Background: an optimization exercise with open tools, aiming at small area, a short achievable clock period and few clock cycles per item. Do not read the settings as production practice. Function was checked by simulation only, so behaviour that the tests miss may differ from the original.

== run A ==
Design sigpcm_geneval, start of the top module:
module sigpcm_geneval (
    input  wire        clk,
    input  wire        rst,           
    input  wire        req_valid,
    output wire        req_ready,
    input  wire [63:0] req_kind,      
    input  wire [63:0] req_param,     
    input  wire [63:0] req_delay,     
    input  wire [63:0] req_time,      
    input  wire [3:0]  req_width,     
    output wire        resp_valid,
    output wire [2:0]  resp_err,
    output wire [63:0] resp_info,
    output wire [63:0] resp_level,
    output wire [63:0] resp_quant
);
    localparam ARCH = 0;    
    localparam [63:0] UNIT_LEVEL = 64'h7FFF_FFFF_FFFF_FFFF;
    localparam [63:0] NEG_UNIT   = 64'h8000_0000_0000_0001;
    localparam [2:0] K_NONE   = 3'd0,
                     K_SINE   = 3'd1,
                     K_PULSE  = 3'd2,
                     K_SQUARE = 3'd3,
                     K_RUP    = 3'd4,
                     K_RDOWN  = 3'd5;
    localparam [2:0] E_OK      = 3'd0,
                     E_WIDTH   = 3'd1,
                     E_KIND    = 3'd2,
                     E_PARAM   = 3'd3,
                     E_BUFFER  = 3'd4;
    localparam [3:0] S_IDLE   = 4'd0,
                     S_C1     = 4'd1,    
                     S_C2     = 4'd2,    
                     S_C3     = 4'd3,    
                     S_MOD    = 4'd4,    
                     S_NEGFIX = 4'd5,    
                     S_IDX    = 4'd6,    
                     S_SQ     = 4'd7,    
                     S_LUT    = 4'd8,    
                     S_NEGL   = 4'd9,    
                     S_DIV    = 4'd10;   
    localparam [1:0] C_ZERO = 2'd0, C_UNIT = 2'd1, C_NEGU = 2'd2;
    reg [3:0]  state;
    reg        rdy;
    reg        vld;
    reg [2:0]  err_r;
    reg [2:0]  kind;
    reg        kind_big;   
    reg        kind_buf;   
    reg [3:0]  width;
    reg [5:0]  qsel;       
    reg        neg;        
  ...
Size in the first run: roughly 230 flip-flops, ~460 I/O pins, roughly 38,000 sq um of cells after synthesis.
export LEC_CHECK = 0
export CAP_MARGIN = 20
export CELL_PAD_IN_SITES_DETAIL_PLACEMENT = 1
export CELL_PAD_IN_SITES_GLOBAL_PLACEMENT = 2
export CORE_MARGIN = 2
export CORE_UTILIZATION = 25
export PLACE_DENSITY = 0.4
export SETUP_SLACK_MARGIN = 5
export SLEW_MARGIN = 20
export SYNTH_MEMORY_MAX_BITS = 32768
create_clock -name core_clock -period 14.0 [get_ports {clk}]
run.sh (not shown) runs the stock make flow with config.mk's settings and CLKGATE_MAP_FILE= SYNTH_SCRIPT=/design/flow/synth_recipe.tcl, a recipe that flattens the netlist after the stock synthesis.
Testbench counts of run A, summed over its fixed seeds: cycles 105,715, items 4,800.
The following lists how run B was set up differently from run A:
- SETUP_SLACK_MARGIN removed (was 5)
==> flow/flow/run.sh (new file) <==
#!/bin/bash
set -euo pipefail
SETUP_MARGIN=${SETUP_MARGIN:-9.0}
bash standard.sh synth > synth.log 2>&1
bash standard.sh "SETUP_SLACK_MARGIN=$SETUP_MARGIN" \
    "BUFFER_PORTS_ARGS=-buffer_cell sky130_fd_sc_hd__buf_1" finish > layout.log 2>&1
==> flow/standard.sh (new file) <==
#!/bin/bash
# synth_recipe.tcl (not shown) runs the flow's synth.tcl, then flattens the netlist and writes it again
# the make line also repeats each setting of config.mk as NAME=value (left out here)
make -C /OpenROAD-flow-scripts/flow DESIGN_CONFIG=/design/flow/config.mk WORK_HOME=/design/flow/orfs CLKGATE_MAP_FILE= SYNTH_SCRIPT=/design/flow/synth_recipe.tcl "${@:-finish}"
removed: flow/run.sh
==> notes.md <==
- Run B and run A ended up with roughly the same overflow left after global routing.
- As far as mapped cell area goes, run B and run A are indistinguishable; the numbers are identical.
Changes in run C relative to run B:
- CELL_PAD_IN_SITES_GLOBAL_PLACEMENT now 1, was 2
- CELL_PAD_IN_SITES_DETAIL_PLACEMENT now 0, was 1
-- flow/flow/run.sh --
<<< run B, line 2
set -euo pipefail
SETUP_MARGIN=${SETUP_MARGIN:-9.0}
bash standard.sh synth > synth.log 2>&1
>>> run C, line 2
set -euo pipefail
SETUP_MARGIN=${SETUP_MARGIN:-8.5}
bash standard.sh synth > synth.log 2>&1
### Flow results
- Run C gives less met3 usage in global routing than run B did.
- Of run C and run B, the lower sequential share of layout area belongs to run B.
- Critical path buffer and inverter count: run C lower than run B
- The core of run C is less densely filled than that of run B.
- Relative to run B, area fraction of clock buffers and clock inverters has increased by 0.39 points in run C.
- Run B → run C: synthesis-to-finish area growth fell 16 points, routed length per instance down 0.67%, placement-stage cell area now sits higher.
- Run C — wire length 4.2% lower, run B as reference
- Most common cell after layout, fill and taps aside: sky130_fd_sc_hd__buf_4 -> run B, sky130_fd_sc_hd__a21oi_1 -> run C
- Cmp run C and run B / final setup slack of the worst path / lower: run C
Modified inputs, run D compared to run C
- changing CELL_PAD_IN_SITES_GLOBAL_PLACEMENT from 1 to 2
- changing CELL_PAD_IN_SITES_DETAIL_PLACEMENT from 0 to 1
-- flow/flow/run.sh --
<<< run C, line 2
set -euo pipefail
SETUP_MARGIN=${SETUP_MARGIN:-8.5}
bash standard.sh synth > synth.log 2>&1
>>> run D, line 2
set -euo pipefail
SETUP_MARGIN=${SETUP_MARGIN:-8.0}
bash standard.sh synth > synth.log 2>&1
--- outcome ---
The final layout from run D, which completed every stage, passed the timing, DRC and antenna checks at the end of the flow. Net count of the mapped netlist: run C vs run D identical. Compared with run C, run D shows a worst reg-to-reg path cell count that is 2 higher. Per the comparison of run D with run C, area occupied by multi-input gates -1000 sq um; estimated wirelength of the detail-placed design +about 3%; final worst-path cycle share +3.6 points; multi-input logic portion of the cell area +0.49 points; utilization of the core after routing -1.3 points.

* * *

Starting RTL as in the previous note.
// sigpcm_geneval
module sigpcm_geneval (
    input  wire        clk,
    input  wire        rst,           
    input  wire        req_valid,
    output wire        req_ready,
    input  wire [63:0] req_kind,      
    input  wire [63:0] req_param,     
    input  wire [63:0] req_delay,     
    input  wire [63:0] req_time,      
    input  wire [3:0]  req_width,     
    output wire        resp_valid,
    output wire [2:0]  resp_err,
    output wire [63:0] resp_info,
    output wire [63:0] resp_level,
    output wire [63:0] resp_quant
);
    localparam ARCH = 0;    
    localparam [63:0] UNIT_LEVEL = 64'h7FFF_FFFF_FFFF_FFFF;
    localparam [63:0] NEG_UNIT   = 64'h8000_0000_0000_0001;
    localparam [2:0] K_NONE   = 3'd0,
                     K_SINE   = 3'd1,
                     K_PULSE  = 3'd2,
                     K_SQUARE = 3'd3,
                     K_RUP    = 3'd4,
                     K_RDOWN  = 3'd5;
    localparam [2:0] E_OK      = 3'd0,
                     E_WIDTH   = 3'd1,
                     E_KIND    = 3'd2,
                     E_PARAM   = 3'd3,
                     E_BUFFER  = 3'd4;
    localparam [3:0] S_IDLE   = 4'd0,
                     S_C1     = 4'd1,    
                     S_C2     = 4'd2,    
                     S_C3     = 4'd3,    
                     S_MOD    = 4'd4,    
                     S_NEGFIX = 4'd5,    
                     S_IDX    = 4'd6,    
                     S_SQ     = 4'd7,    
                     S_LUT    = 4'd8,    
                     S_NEGL   = 4'd9,    
                     S_DIV    = 4'd10;   
    localparam [1:0] C_ZERO = 2'd0, C_UNIT = 2'd1, C_NEGU = 2'd2;
    reg [3:0]  state;
    reg        rdy;
    reg        vld;
    reg [2:0]  err_r;
    reg [2:0]  kind;
    reg        kind_big;   
    reg        kind_buf;   
    reg [3:0]  width;
    reg [5:0]  qsel;       
    reg        neg;        
    reg [4:0]  cnt;
    reg [4:0]  sh;         
    reg        f_div;      
  ...
Settings: LEC_CHECK=0, CAP_MARGIN=20, CELL_PAD_IN_SITES_DETAIL_PLACEMENT=1, CELL_PAD_IN_SITES_GLOBAL_PLACEMENT=2, CORE_MARGIN=2, CORE_UTILIZATION=25, PLACE_DENSITY=0.4, SLEW_MARGIN=20, SYNTH_MEMORY_MAX_BITS=32768; clock period 14.0 ns.
standard.sh (not shown) runs the stock make flow with config.mk's settings and CLKGATE_MAP_FILE= SYNTH_SCRIPT=/design/flow/synth_recipe.tcl, a recipe that flattens the netlist after the stock synthesis.
==> flow/flow/run.sh <==
#!/bin/bash
set -euo pipefail
SETUP_MARGIN=${SETUP_MARGIN:-8.75}
bash standard.sh synth > synth.log 2>&1
bash standard.sh "SETUP_SLACK_MARGIN=$SETUP_MARGIN" \
    "BUFFER_PORTS_ARGS=-buffer_cell sky130_fd_sc_hd__buf_1" finish > layout.log 2>&1
The first run went through all stages and came out clean.
Testbench counts at the start, summed over its fixed seeds: cycles 105,715, items 4,800.
Edit:
--- a/flow/flow/run.sh
+++ b/flow/flow/run.sh
@@ -2,3 +2,3 @@
 set -euo pipefail
-SETUP_MARGIN=${SETUP_MARGIN:-8.75}
+SETUP_MARGIN=${SETUP_MARGIN:-8.5}
 bash standard.sh synth > synth.log 2>&1
- CAP_MARGIN: 20 -> 35
- SLEW_MARGIN: 20 -> 35
What happened: Global-route usage is about the same; clock skew rose by 28 ps; die area does not change.
Edit:
- CAP_MARGIN: 35 -> 20
- SLEW_MARGIN: 35 -> 20
Result: The changed run finished with timing, DRC and antenna clean. First-iteration DRC count grows by 2.3%. Fmax grows by 0.84%. Final cell count shrinks by 0.48%. Global-route usage shrinks by 0.34 points. Synthesized cell count is unchanged. Register-to-register slack gains 50 ps. Flip-flop and latch count does not change. Hold slack loses 8.1 ps. Setup slack gains 47 ps.

-- what the ideal ports hide --
In the flow no input, the clock included, has a driving cell. The finished layouts below were timed again as built, in two steps. Step 1 assumes that a clkbuf_16 drives the clock port and a buf_2 every other input. Step 2 times the ports against the registers' clock, not the clock port: input delays grow and output delays shrink by t, the midpoint of the rising clock arrivals with the driver on. Three values: ideal, step 1, step 2; two values: the first two.
| run | t, ns | setup WS [ns] | latest minus earliest clock arrival (ns) |
|---|---|---|---|
| run A | 0.705 | 6.741 / 6.741 / 6.741 | 0.041 / 0.042 |
| run B | 0.714 | 8.599 / 8.599 / 8.343 | 0.053 / 0.053 |
| run C | 0.710 | 8.386 / 8.386 / 8.023 | 0.062 / 0.062 |
| run D | 0.722 | 7.888 / 7.888 / 7.554 | 0.041 / 0.041 |
| the first run of note 2 | 0.703 | 8.589 / 8.589 / 8.236 | 0.052 / 0.052 |
| the second run of note 2 | 0.728 | 8.330 / 8.330 / 7.951 | 0.081 / 0.081 |
| the third run of note 2 | 0.707 | 8.377 / 8.377 / 7.913 | 0.038 / 0.038 |
After both steps setup and hold are still met in every run listed. The setup slack of the third run of note 2, which loses most, moves by 0.000 ns with the drivers and by -0.464 ns with both steps.
